Background: an optimization exercise with open tools, aiming at small area, a short achievable clock period and few clock cycles. Do not read the settings as production practice. At most, simulation tests tie the RTL to the original design; equivalence was not proved. Power is estimated from default activity; no workload was simulated.

==> build 92 <==
==> flow/design.v <==
module esbf (
    input  wire       clk,
    input  wire       rst,         
    input  wire       in_valid,
    output wire       in_ready,
    input  wire [7:0] in_data,
    input  wire       in_last,
    output wire       out_valid,
    input  wire       out_ready,
    output wire [7:0] out_data,
    output wire       out_last
);
    localparam RL = 37;                  
    localparam [3:0] O_ILL   = 4'd0;
    localparam [3:0] O_INIT  = 4'd1;
    localparam [3:0] O_LOAD  = 4'd2;
    localparam [3:0] O_UPDB  = 4'd3;
    localparam [3:0] O_UPDN  = 4'd4;
    localparam [3:0] O_CREAD = 4'd5;
    localparam [3:0] O_BUILD = 4'd6;
    localparam [3:0] O_CHECK = 4'd7;
    localparam [3:0] O_FREAD = 4'd8;
    localparam [3:0] O_INFO  = 4'd9;
    localparam [1:0] K_CRC   = 2'd1;
    localparam [1:0] K_FRAME = 2'd2;
    localparam [1:0] K_INFO  = 2'd3;
    localparam [3:0] R_ST    = 4'd15;    
    function [15:0] step1;
        input [15:0] c;
        begin
            step1 = {c[14:0], 1'b0} ^ (c[15] ? 16'h1021 : 16'h0000);
        end
    endfunction
    function [15:0] step8;
        input [15:0] c;
        integer i;
        reg [15:0] t;
        begin
            t = c;
            for (i = 0; i < 8; i = i + 1)
                t = {t[14:0], 1'b0} ^ (t[15] ? 16'h1021 : 16'h0000);
            step8 = t;
        end
    endfunction
    function [5:0] inc37;
        input [5:0] x;
        begin
            inc37 = (x == RL - 1) ? 6'd0 : x + 6'd1;
        end
    endfunction
    reg [15:0] crc_r;
    reg        held;                     
    reg [1:0]  fstat;
    reg [2:0]  alen_a;
    reg [5:0]  plen_a;
    reg        c2_a;                     
    reg [7:0]  chan_a;
    reg [15:0] cw;                       
    reg        pre;                      
    reg [15:0] ca;                       
    reg        pren;                     
    reg [8*RL-1:0] ring;
    reg        ir;                       
    reg        ie;                       
    reg [2:0]  ac;                       
    reg [3:0]  opc;
    reg [7:0]  rem_a, rem_p;             
    reg        aok, pok, cok;
    reg        fdone;                    
    reg [1:0]  post;                     
    reg [5:0]  wq;                       
    reg        sv, sl;
    reg [7:0]  sd;
    reg        s_dat, s_first, s_lastd, s_rxh, s_rxl;
    reg [1:0]  s_tap;
    reg        tr;                       
    reg        mh, ml;                   
    reg        pend;                     
    reg        busy;                     
    reg [5:0]  p0;                       
    reg        ov, ol;
    reg [7:0]  od;
    reg [1:0]  rk;                       
    reg [3:0]  ri;                       
    reg [2:0]  rs;                       
    reg [5:0]  dc;
    reg        rdp;                      
    reg [5:0]  rp;                       
    wire acc   = in_valid & ir;
    wire opB   = (opc == O_BUILD);
    wire opC   = (opc == O_CHECK);
    wire dsec  = (opB & (ac == 3'd7)) | (opC & (ac >= 3'd4));
    wire remnz = (rem_a != 8'd0) | (rem_p != 8'd0);
    wire okdat = aok & (pok | opC);
    wire dat   = dsec & remnz & okdat;
    wire first = dat & ~fdone;
    wire lastd = dat & (((rem_a == 8'd1) & (rem_p == 8'd0)) |
                        ((rem_a == 8'd0) & (rem_p == 8'd1)));
    wire rxh   = opC & (ac >= 3'd4) & ~remnz & (post == 2'd0);
    wire rxl   = opC & (ac >= 3'd4) & ~remnz & (post == 2'd1);
    wire [5:0] nB = {3'd0, alen_a} + plen_a;
    wire [1:0] w0 = opC ? ~alen_a[1:0] :
                    ((nB == 6'd37) ? 2'd0 : (2'd0 - nB[1:0]));
    wire [5:0] wq1 = inc37(wq);
    wire       x0  = ~(dat & fdone) | (wq1[5:2] == 4'd0);
    reg [3:0] dec_op;
    always @(*) begin
        case (in_data)
            8'h01: dec_op = O_INIT;
            8'h02: dec_op = O_LOAD;
            8'h03: dec_op = O_UPDB;
            8'h04: dec_op = O_UPDN;
            8'h05: dec_op = O_CREAD;
            8'h10: dec_op = O_BUILD;
            8'h11: dec_op = O_CHECK;
            8'h12: dec_op = O_FREAD;
            8'h13: dec_op = O_INFO;
            default: dec_op = O_ILL;
        endcase
    end
    wire [15:0] cwf  = tr ? step1(ca) : ca;
    wire [15:0] ca_d = step8((s_first ? 16'hffff : ca) ^ {sd, 8'h00});
    wire [15:0] ca_fin = (sv & s_dat) ? step1(ca_d) : cwf;
    wire        pre_fin = (sv & s_dat & s_first) ? sd[7] : pren;
    wire        ml_n = (sv & s_rxl) ? (sd == cwf[7:0]) : ml;
    wire        gidle = (ri == 4'd0);
    wire        exe  = ((sv & sl) | pend) & gidle;
    reg  [2:0] x_st;         
    reg  [1:0] x_kind;       
    always @(*) begin
        x_st   = 3'd0;
        x_kind = 2'd0;
        case (opc)
            O_INIT, O_CREAD:
                if (ac == 3'd1) x_kind = K_CRC; else x_st = 3'd4;
            O_LOAD, O_UPDN:
                if (ac == 3'd3) x_kind = K_CRC; else x_st = 3'd4;
            O_UPDB:
                if (ac == 3'd2) x_kind = K_CRC; else x_st = 3'd4;
            O_BUILD:
                if ((ac != 3'd7) | remnz) x_st = 3'd1;
                else if (~(aok & pok & cok)) x_st = 3'd2;
                else x_kind = K_FRAME;
            O_CHECK:
                if (ac < 3'd3) x_st = 3'd4;
                else if (post != 2'd2) x_st = 3'd1;
                else if (~(aok & cok)) x_st = 3'd2;
                else if (~(mh & ml_n)) x_st = 3'd3;
                else x_kind = K_FRAME;
            O_FREAD:
                if (ac == 3'd1) x_kind = held ? K_FRAME : 2'd0; else x_st = 3'd4;
            O_INFO:
                if (ac == 3'd1) x_kind = K_INFO; else x_st = 3'd4;
            default: x_st = 3'd4;
        endcase
    end
    wire        x_upd  = exe & (((opc == O_UPDB) & (ac == 3'd2)) |
                                ((opc == O_UPDN) & (ac == 3'd3)));
    wire        e_on   = x_upd | busy;
    wire [15:0] e_c    = crc_r ^ {(x_upd ? rem_p : 8'd0), 8'd0};
    wire        e_ge8  = (rem_a[7:3] != 5'd0);
    wire        e_nz   = (rem_a != 8'd0);
    wire [15:0] e_r    = e_ge8 ? step8(e_c) : (e_nz ? step1(e_c) : e_c);
    wire [7:0]  e_left = e_ge8 ? rem_a - 8'd8 : (e_nz ? rem_a - 8'd1 : 8'd0);
    wire        busy_n = e_on & (e_left != 8'd0);
    wire       free   = ~ov | out_ready;
    wire       algn   = (rp[1:0] == 2'd0);
    wire [7:0] tap    = ring[8*{rp[5:2], 2'b00} +: 8];
    reg  [7:0] info_b;
    always @(*) begin
        case (ri)
            4'd1: info_b = {6'd0, fstat};
            4'd2: info_b = held ? {5'd0, alen_a} : 8'd0;
            4'd3: info_b = held ? {2'd0, plen_a} : 8'd0;
            4'd4: info_b = held ? {6'd0, c2_a, ~c2_a} : 8'd0;
            4'd5: info_b = held ? chan_a : 8'd0;
            4'd6: info_b = held ? cw[15:8] : 8'd0;
            4'd7: info_b = held ? cw[7:0] : 8'd0;
            4'd9: info_b = held ? {2'd0, nB + 6'd3} : 8'd0;
            default: info_b = 8'd0;
        endcase
    end
    reg  [7:0] g_d;
    reg        g_v, g_l, g_ld;
    reg  [3:0] g_ri;
    always @(*) begin
        g_d = 8'd0; g_v = 1'b1; g_l = 1'b0; g_ld = 1'b0;
        g_ri = ri + 4'd1;
        if (ri == R_ST) begin
            g_d  = {5'd0, rs};
            g_l  = (rk == 2'd0);
            g_ri = 4'd1;
        end else case (rk)
            K_CRC: begin
                g_d = (ri == 4'd1) ? crc_r[15:8] : crc_r[7:0];
                g_v = ~busy;
                g_l = (ri == 4'd2);
                if (busy) g_ri = ri;
            end
            K_INFO: begin
                g_d = info_b;
                g_l = (ri == 4'd9);
            end
            default: begin  
                case (ri)
                    4'd1: g_d = pre ? 8'haa : 8'h55;
                    4'd2: begin
                        g_d  = tap;
                        g_v  = algn;
                        g_ld = algn;
                        g_ri = (algn && dc == 6'd1) ? 4'd3 : 4'd2;
                    end
                    4'd3: g_d = cw[15:8];
                    default: begin g_d = cw[7:0]; g_l = 1'b1; end
                endcase
            end
        endcase
        if (g_v & g_l) g_ri = 4'd0;
    end
    reg  [3:0] ri_n;
    reg  [1:0] rk_n;
    always @(*) begin
        ri_n = ri;
        rk_n = rk;
        if (exe) begin
            rk_n = x_kind;
            if (free) ri_n = (x_kind == 2'd0) ? 4'd0 : 4'd1;
            else      ri_n = R_ST;
        end else if (free & ~gidle)
            ri_n = g_ri;
    end
    wire       ie_set = (exe | busy) & ~busy_n;
    wire       ie_n   = (ie & ~(acc & in_last)) | ie_set;
    wire [2:0] ac_n   = exe ? 3'd0 : ((acc & (ac != 3'd7)) ? ac + 3'd1 : ac);
    wire       dsec_n = (opB & (ac_n == 3'd7)) | (opC & (ac_n >= 3'd4));
    wire [5:0] w_now  = fdone ? wq : {4'd0, w0};
    wire [6:0] dd     = {1'b0, rp} + 7'd1 - {1'b0, w_now};
    wire [5:0] dgap   = dd[6] ? dd[5:0] + 6'd37 :
                        ((dd[5:0] >= 6'd37) ? dd[5:0] - 6'd37 : dd[5:0]);
    wire       dsafe  = gidle | (rk != K_FRAME) | (ri == 4'd3) | (ri == 4'd4) |
                        ((ri == 4'd2) & (dgap <= 6'd34) &
                         ({1'b0, dgap} >= {1'b0, dc} + 7'd2));
    wire       info_a = ~gidle & (rk == K_INFO);
    wire       ir_n   = ie_n & (acc | x0) & ~(dsec_n & ~dsafe) &
                        ~((ac_n != 3'd0) & info_a);
    wire [5:0] p0_n = (sv & s_dat & s_first) ? {4'd0, s_tap} : inc37(p0);
    always @(posedge clk) begin
        ring <= {ring[8*RL-9:0], ring[8*RL-1 -: 8]};
        if (sv & s_dat) begin
            case (s_tap)
                2'd0: ring[7:0]   <= sd;
                2'd1: ring[15:8]  <= sd;
                2'd2: ring[23:16] <= sd;
                2'd3: ring[31:24] <= sd;
            endcase
        end
        if (sv & s_dat)
            ca <= ca_d;
        else if (tr)
            ca <= step1(ca);
        if (sv & s_dat & s_first)
            pren <= sd[7];
        if (sv & s_rxh)
            mh <= (sd == cwf[15:8]);
        if (sv & s_rxl)
            ml <= (sd == cwf[7:0]);
        p0 <= p0_n;
        if (rdp)
            rp <= (free & g_ld) ? rp : inc37(rp);
        else
            rp <= p0_n;
        if (acc) begin
            sd      <= in_data;
            sl      <= in_last;
            s_dat   <= dat;
            s_first <= first;
            s_lastd <= lastd;
            s_rxh   <= rxh;
            s_rxl   <= rxl;
            s_tap   <= first ? w0 : wq[1:0];
        end
        wq <= (acc & dat) ? (first ? {4'd0, w0} : wq) : wq1;
        ac <= ac_n;
        if (acc) begin
            case (ac)
                3'd0: opc <= dec_op;
                3'd1: begin
                    rem_p <= in_data;
                    rem_a <= 8'd8;               
                    if (opB) chan_a <= in_data;
                end
                3'd2: begin
                    if (opC) begin
                        rem_a  <= 8'd11;
                        alen_a <= rem_p[2:0];
                        aok    <= (rem_p >= 8'd1) & (rem_p <= 8'd5);
                        cok    <= (in_data == 8'd1) | (in_data == 8'd2);
                        c2_a   <= (in_data == 8'd2);
                        plen_a <= 6'd11;
                        chan_a <= 8'd0;
                    end else begin
                        rem_a  <= in_data;
                        if (opB) begin
                            alen_a <= in_data[2:0];
                            aok    <= (in_data >= 8'd1) & (in_data <= 8'd5);
                        end
                    end
                end
                3'd3: if (opB) begin
                    rem_p  <= in_data;
                    plen_a <= in_data[5:0];
                    pok    <= (in_data <= 8'd32);
                end
                3'd6: if (opB) begin
                    cok  <= (in_data == 8'd1) | (in_data == 8'd2);
                    c2_a <= (in_data == 8'd2);
                end
                default: ;
            endcase
            if (dsec & remnz) begin
                if (rem_a != 8'd0) rem_a <= rem_a - 8'd1;
                else               rem_p <= rem_p - 8'd1;
            end
            if (dat) fdone <= 1'b1;
            if (opC & (ac >= 3'd4) & ~remnz & (post != 2'd2))
                post <= post + 2'd1;
        end
        if (e_on) begin
            crc_r <= e_r;
            rem_a <= e_left;
        end
        busy <= busy_n;
        sv   <= acc;
        tr   <= sv & s_dat & s_lastd;
        if (sv & sl & ~gidle) pend <= 1'b1;
        if (exe) begin
            pend  <= 1'b0;
            fdone <= 1'b0;
            post  <= 2'd0;
            case (opc)
                O_INIT:  if (ac == 3'd1) crc_r <= 16'hffff;
                O_LOAD:  if (ac == 3'd3) crc_r <= {rem_p, rem_a};
                O_BUILD, O_CHECK: if ((opc == O_BUILD) | (ac >= 3'd3)) begin
                    fstat <= x_st[1:0];
                    held  <= (x_kind == K_FRAME);
                    if (x_kind == K_FRAME) begin
                        cw  <= ca_fin;
                        pre <= pre_fin;
                    end
                end
                default: ;
            endcase
        end
        ri <= ri_n;
        rk <= rk_n;
        if (exe) begin
            rs  <= x_st;
            dc  <= nB;
            rdp <= 1'b0;
            if (free) begin
                od <= {5'd0, x_st};
                ov <= 1'b1;
                ol <= (x_kind == 2'd0);
            end
        end else if (free) begin
            if (~gidle) begin
                ov <= g_v;
                if (g_v) begin
                    od <= g_d;
                    ol <= g_l;
                end
                if (g_ld) dc <= dc - 6'd1;
                if (rk == K_FRAME)
                    rdp <= (g_ri == 4'd2);
            end else
                ov <= 1'b0;
        end
        ie <= ie_n;
        ir <= ir_n;
        if (rst) begin
            crc_r <= 16'hffff;
            held  <= 1'b0;
            fstat <= 2'd0;
            ir    <= 1'b1;
            ie    <= 1'b1;
            ac    <= 3'd0;
            fdone <= 1'b0;
            post  <= 2'd0;
            sv    <= 1'b0;
            tr    <= 1'b0;
            pend  <= 1'b0;
            busy  <= 1'b0;
            ov    <= 1'b0;
            ol    <= 1'b0;
            ri    <= 4'd0;
            rdp   <= 1'b0;
        end
    end
    assign in_ready  = ir;
    assign out_valid = ov;
    assign out_data  = od;
    assign out_last  = ol;
endmodule
==> flow/flow/run.sh <==
#!/bin/bash
set -euo pipefail
bash standard.sh SETUP_SLACK_MARGIN=6.3 "BUFFER_PORTS_ARGS=-buffer_cell sky130_fd_sc_hd__buf_4" finish > standard.log 2>&1
==> flow/standard.sh <==
#!/bin/bash
# synth_recipe.tcl (not shown) runs the flow's synth.tcl, then flattens the netlist and writes it again
# the make line also repeats each setting of config.mk as NAME=value (left out here)
make -C /OpenROAD-flow-scripts/flow DESIGN_CONFIG=/design/flow/config.mk WORK_HOME=/design/flow/orfs CLKGATE_MAP_FILE= SYNTH_SCRIPT=/design/flow/synth_recipe.tcl "${@:-finish}"
==> flow/config.mk <==
export PLATFORM = sky130hd
export DESIGN_NAME = esbf
export DESIGN_NICKNAME = esbf
export VERILOG_FILES = /design/flow/design.v
export SDC_FILE = /design/flow/constraint.sdc
export NUM_CORES = 4
export LEC_CHECK = 0
export CAP_MARGIN = 20
export CORE_MARGIN = 2
export CORE_UTILIZATION = 50
export PLACE_DENSITY = 0.6
export SLEW_MARGIN = 20
==> flow/constraint.sdc <==
create_clock -name core_clock -period 9.0 [get_ports {clk}]
set_input_delay 1.8000 -clock core_clock [delete_from_list [all_inputs] [get_ports {clk}]]
set_output_delay 1.8000 -clock core_clock [all_outputs]
set_load 0.01 [all_outputs]
==> trial 60 (differences from build 92) <==
--- a/flow/design.v
+++ b/flow/design.v
@@ -60,4 +60,5 @@
     reg [15:0] ca;                       
     reg        pren;                     
+    reg        cpend;                    
     reg [8*RL-1:0] ring;
     reg        ir;                       
@@ -84,4 +85,8 @@
     reg [3:0]  ri;                       
     reg [2:0]  rs;                       
+    reg        pv;                       
+    reg [1:0]  pk;                       
+    reg [5:0]  pdc;                      
+    reg        cdefer;                   
     reg [5:0]  dc;
     reg        rdp;                      
@@ -100,6 +105,7 @@
     wire rxl   = opC & (ac >= 3'd4) & ~remnz & (post == 2'd1);
     wire [5:0] nB = {3'd0, alen_a} + plen_a;
-    wire [1:0] w0 = opC ? ~alen_a[1:0] :
-                    ((nB == 6'd37) ? 2'd0 : (2'd0 - nB[1:0]));
+    reg  [1:0] w0;
+    always @(posedge clk)
+        w0 <= opC ? ~alen_a[1:0] : ((nB == 6'd37) ? 2'd0 : (2'd0 - nB[1:0]));
     wire [5:0] wq1 = inc37(wq);
     wire       x0  = ~(dat & fdone) | (wq1[5:2] == 4'd0);
@@ -121,9 +127,17 @@
     wire [15:0] cwf  = tr ? step1(ca) : ca;
     wire [15:0] ca_d = step8((s_first ? 16'hffff : ca) ^ {sd, 8'h00});
-    wire [15:0] ca_fin = (sv & s_dat) ? step1(ca_d) : cwf;
     wire        pre_fin = (sv & s_dat & s_first) ? sd[7] : pren;
     wire        ml_n = (sv & s_rxl) ? (sd == cwf[7:0]) : ml;
     wire        gidle = (ri == 4'd0);
-    wire        exe  = ((sv & sl) | pend) & gidle;
+    wire        crcmod = (opc == O_INIT) | (opc == O_LOAD) | (opc == O_UPDB) |
+                         (opc == O_UPDN);
+    wire        frmod  = (opc == O_BUILD) | ((opc == O_CHECK) & (ac >= 3'd3));
+    wire        early  = ~gidle & ~pv & (ri != R_ST) &
+                         ~(crcmod & (rk == K_CRC)) &
+                         ~(frmod & (rk == K_INFO));
+    wire        exe    = ((sv & sl) | pend) & ((gidle & ~pv) | early);
+    wire        exe_d  = exe & gidle;
+    wire        exe_q  = exe & ~gidle;
+    wire        pstart = pv & (gidle | (free & (g_ri == 4'd0)));
     reg  [2:0] x_st;         
     reg  [1:0] x_kind;       
@@ -155,6 +169,7 @@
         endcase
     end
-    wire        x_upd  = exe & (((opc == O_UPDB) & (ac == 3'd2)) |
-                                ((opc == O_UPDN) & (ac == 3'd3)));
+    wire        updf   = ((opc == O_UPDB) & (ac == 3'd2)) |
+                         ((opc == O_UPDN) & (ac == 3'd3));
+    wire        x_upd  = exe & updf;
     wire        e_on   = x_upd | busy;
     wire [15:0] e_c    = crc_r ^ {(x_upd ? rem_p : 8'd0), 8'd0};
@@ -163,5 +178,5 @@
     wire [15:0] e_r    = e_ge8 ? step8(e_c) : (e_nz ? step1(e_c) : e_c);
     wire [7:0]  e_left = e_ge8 ? rem_a - 8'd8 : (e_nz ? rem_a - 8'd1 : 8'd0);
-    wire        busy_n = e_on & (e_left != 8'd0);
+    wire        busy_n = e_on & (rem_a != 8'd0) & (rem_a != 8'd1) & (rem_a != 8'd8);
     wire       free   = ~ov | out_ready;
     wire       algn   = (rp[1:0] == 2'd0);
@@ -223,8 +238,11 @@
         ri_n = ri;
         rk_n = rk;
-        if (exe) begin
+        if (exe_d) begin
             rk_n = x_kind;
             if (free) ri_n = (x_kind == 2'd0) ? 4'd0 : 4'd1;
             else      ri_n = R_ST;
+        end else if (pstart) begin
+            rk_n = pk;
+            ri_n = R_ST;
         end else if (free & ~gidle)
             ri_n = g_ri;
@@ -234,12 +252,11 @@
     wire [2:0] ac_n   = exe ? 3'd0 : ((acc & (ac != 3'd7)) ? ac + 3'd1 : ac);
     wire       dsec_n = (opB & (ac_n == 3'd7)) | (opC & (ac_n >= 3'd4));
-    wire [5:0] w_now  = fdone ? wq : {4'd0, w0};
-    wire [6:0] dd     = {1'b0, rp} + 7'd1 - {1'b0, w_now};
-    wire [5:0] dgap   = dd[6] ? dd[5:0] + 6'd37 :
-                        ((dd[5:0] >= 6'd37) ? dd[5:0] - 6'd37 : dd[5:0]);
-    wire       dsafe  = gidle | (rk != K_FRAME) | (ri == 4'd3) | (ri == 4'd4) |
-                        ((ri == 4'd2) & (dgap <= 6'd34) &
-                         ({1'b0, dgap} >= {1'b0, dc} + 7'd2));
-    wire       info_a = ~gidle & (rk == K_INFO);
+    reg        gsafe;
+    always @(posedge clk)
+        gsafe <= (ri == 4'd2) & (rp <= 6'd32) & ({1'b0, rp} >= {1'b0, dc} + 7'd2);
+    wire       dsafe  = ~(pv & (pk == K_FRAME)) &
+                        (gidle | (rk != K_FRAME) | (ri == 4'd3) | (ri == 4'd4) |
+                         ((ri == 4'd2) & gsafe));
+    wire       info_a = (~gidle & (rk == K_INFO)) | (pv & (pk == K_INFO));
     wire       ir_n   = ie_n & (acc | x0) & ~(dsec_n & ~dsafe) &
                         ~((ac_n != 3'd0) & info_a);
@@ -261,4 +278,9 @@
         if (sv & s_dat & s_first)
             pren <= sd[7];
+        if (cpend & ~cdefer & ~tr & ~(sv & s_dat)) begin
+            cw    <= ca;
+            pre   <= pren;
+            cpend <= 1'b0;
+        end
         if (sv & s_rxh)
             mh <= (sd == cwf[15:8]);
@@ -270,14 +292,12 @@
         else
             rp <= p0_n;
-        if (acc) begin
-            sd      <= in_data;
-            sl      <= in_last;
-            s_dat   <= dat;
-            s_first <= first;
-            s_lastd <= lastd;
-            s_rxh   <= rxh;
-            s_rxl   <= rxl;
-            s_tap   <= first ? w0 : wq[1:0];
-        end
+        sd      <= in_data;
+        sl      <= in_last;
+        s_dat   <= dat;
+        s_first <= first;
+        s_lastd <= lastd;
+        s_rxh   <= rxh;
+        s_rxl   <= rxl;
+        s_tap   <= first ? w0 : wq[1:0];
         wq <= (acc & dat) ? (first ? {4'd0, w0} : wq) : wq1;
         ac <= ac_n;
@@ -333,5 +353,5 @@
         sv   <= acc;
         tr   <= sv & s_dat & s_lastd;
-        if (sv & sl & ~gidle) pend <= 1'b1;
+        if (sv & sl & ~exe) pend <= 1'b1;
         if (exe) begin
             pend  <= 1'b0;
@@ -345,6 +365,7 @@
                     held  <= (x_kind == K_FRAME);
                     if (x_kind == K_FRAME) begin
-                        cw  <= ca_fin;
-                        pre <= pre_fin;
+                        cpend  <= 1'b1;
+                        cdefer <= exe_q & (rk == K_FRAME);
+                        if (exe_d) pre <= pre_fin;
                     end
                 end
@@ -354,5 +375,17 @@
         ri <= ri_n;
         rk <= rk_n;
-        if (exe) begin
+        if (exe_q) begin
+            rs  <= x_st;
+            pk  <= x_kind;
+            pv  <= 1'b1;
+            pdc <= nB;
+        end
+        if (pstart) begin
+            pv     <= 1'b0;
+            cdefer <= 1'b0;
+            dc     <= pdc;
+            rdp    <= 1'b0;
+        end
+        if (exe_d) begin
             rs  <= x_st;
             dc  <= nB;
@@ -390,4 +423,6 @@
             tr    <= 1'b0;
             pend  <= 1'b0;
+            pv    <= 1'b0;
+            cpend <= 1'b0;
             busy  <= 1'b0;
             ov    <= 1'b0;
==> flow/flow/run.sh (replaced) <==
#!/bin/bash
set -euo pipefail
bash standard.sh SETUP_SLACK_MARGIN=6.1 "BUFFER_PORTS_ARGS=-buffer_cell sky130_fd_sc_hd__buf_4" finish > standard.log 2>&1
--- a/flow/config.mk
+++ b/flow/config.mk
@@ -8,5 +8,8 @@
 export CAP_MARGIN = 20
 export CORE_MARGIN = 2
-export CORE_UTILIZATION = 50
-export PLACE_DENSITY = 0.6
+export CORE_UTILIZATION = 70
+export CTS_BUF_LIST = sky130_fd_sc_hd__clkbuf_16
+export CTS_CLUSTER_DIAMETER = 80
+export CTS_CLUSTER_SIZE = 30
+export PLACE_DENSITY = 0.78
 export SLEW_MARGIN = 20
==> summary.txt <==
Outcome: build 92 finished clean; trial 60 finished clean
Net switching component of the power: build 92 2.36 mW; trial 60 1.27 mW
Clock Power: build 92 1.99 mW; trial 60 1.11 mW
Worst setup path startpoint: build 92 alen_a[0]$_DFFE_PP_; trial 60 rem_a[4]$_DFFE_PP_
Syn nets: build 92 1804; trial 60 1740
TritonCTS Sinks: build 92 464; trial 60 478
Pin slew with the least headroom to its limit: build 92 0.870 ns; trial 60 0.935 ns
Post-synthesis instance area: build 92 18700 sq um; trial 60 18400 sq um
Core outline area: build 92 36700 sq um; trial 60 26000 sq um
Combinational cell power: build 92 2.31 mW; trial 60 0.859 mW
Clock transition at the register clock pins on the worst setup and hold paths after CTS: build 92 0.06 ns; trial 60 0.11 ns
DRC violation total after the first TritonRoute iteration: build 92 1015; trial 60 1766
Sequential group share of total power: build 92 38.7%; trial 60 55.3%
Data arrival time of the critical path: build 92 5.83 ns; trial 60 3.15 ns
Multi-input logic portion of the cell area: build 92 38.4%; trial 60 38.6%
Maximum resistive drop on vdd: build 92 159 uV; trial 60 277 uV
Cell depth of the worst flop-to-flop path: build 92 27; trial 60 7
Growth of design area from synthesis to finish: build 92 18.9%; trial 60 11.0%
Num tapcells: build 92 468; trial 60 335
Final design instance area without fill: build 92 22200 sq um; trial 60 20500 sq um
Number of sequential cells in the layout: build 92 464; trial 60 478
Reg-to-Reg Start: build 92 alen_a[0]$_DFFE_PP_; trial 60 rem_a[4]$_DFFE_PP_
Hold worst-path end: build 92 ring[98]$_DFF_P_; trial 60 ring[92]$_DFF_P_
Testbench counts of trial 60, summed over its fixed seeds: cycles 20,585.
The RTL of build 92 was laid out without a check of its function.

-- re-timing with driven ports --
In the flow no input, the clock included, has a driving cell. The finished layouts below were timed again as built, in two steps. Step 1: set_driving_cell puts a clkbuf_16 on clk and a buf_2 on each other input, an assumption about the parent block. Step 2 also shifts input and output timing later by t, the mid clock arrival at the registers, as if the neighbouring blocks saw the same clock. Three values: ideal ports, drivers, drivers and shift; two values: the first two.
run | t, ns | slack for setup (ns) | hold slack, ns | worst data-port slew with drivers (ns)
build 92 | 0.642 | 3.630 / 3.630 / 3.630 | 0.311 / 0.311 / 0.311 | 0.06
trial 60 | 0.592 | 6.076 / 6.038 / 5.545 | 0.327 / 0.327 / 0.327 | 0.05
After both steps setup and hold are still met in every run listed. The setup slack of trial 60, which loses most, moves by -0.038 ns with the drivers and by -0.531 ns with both steps.
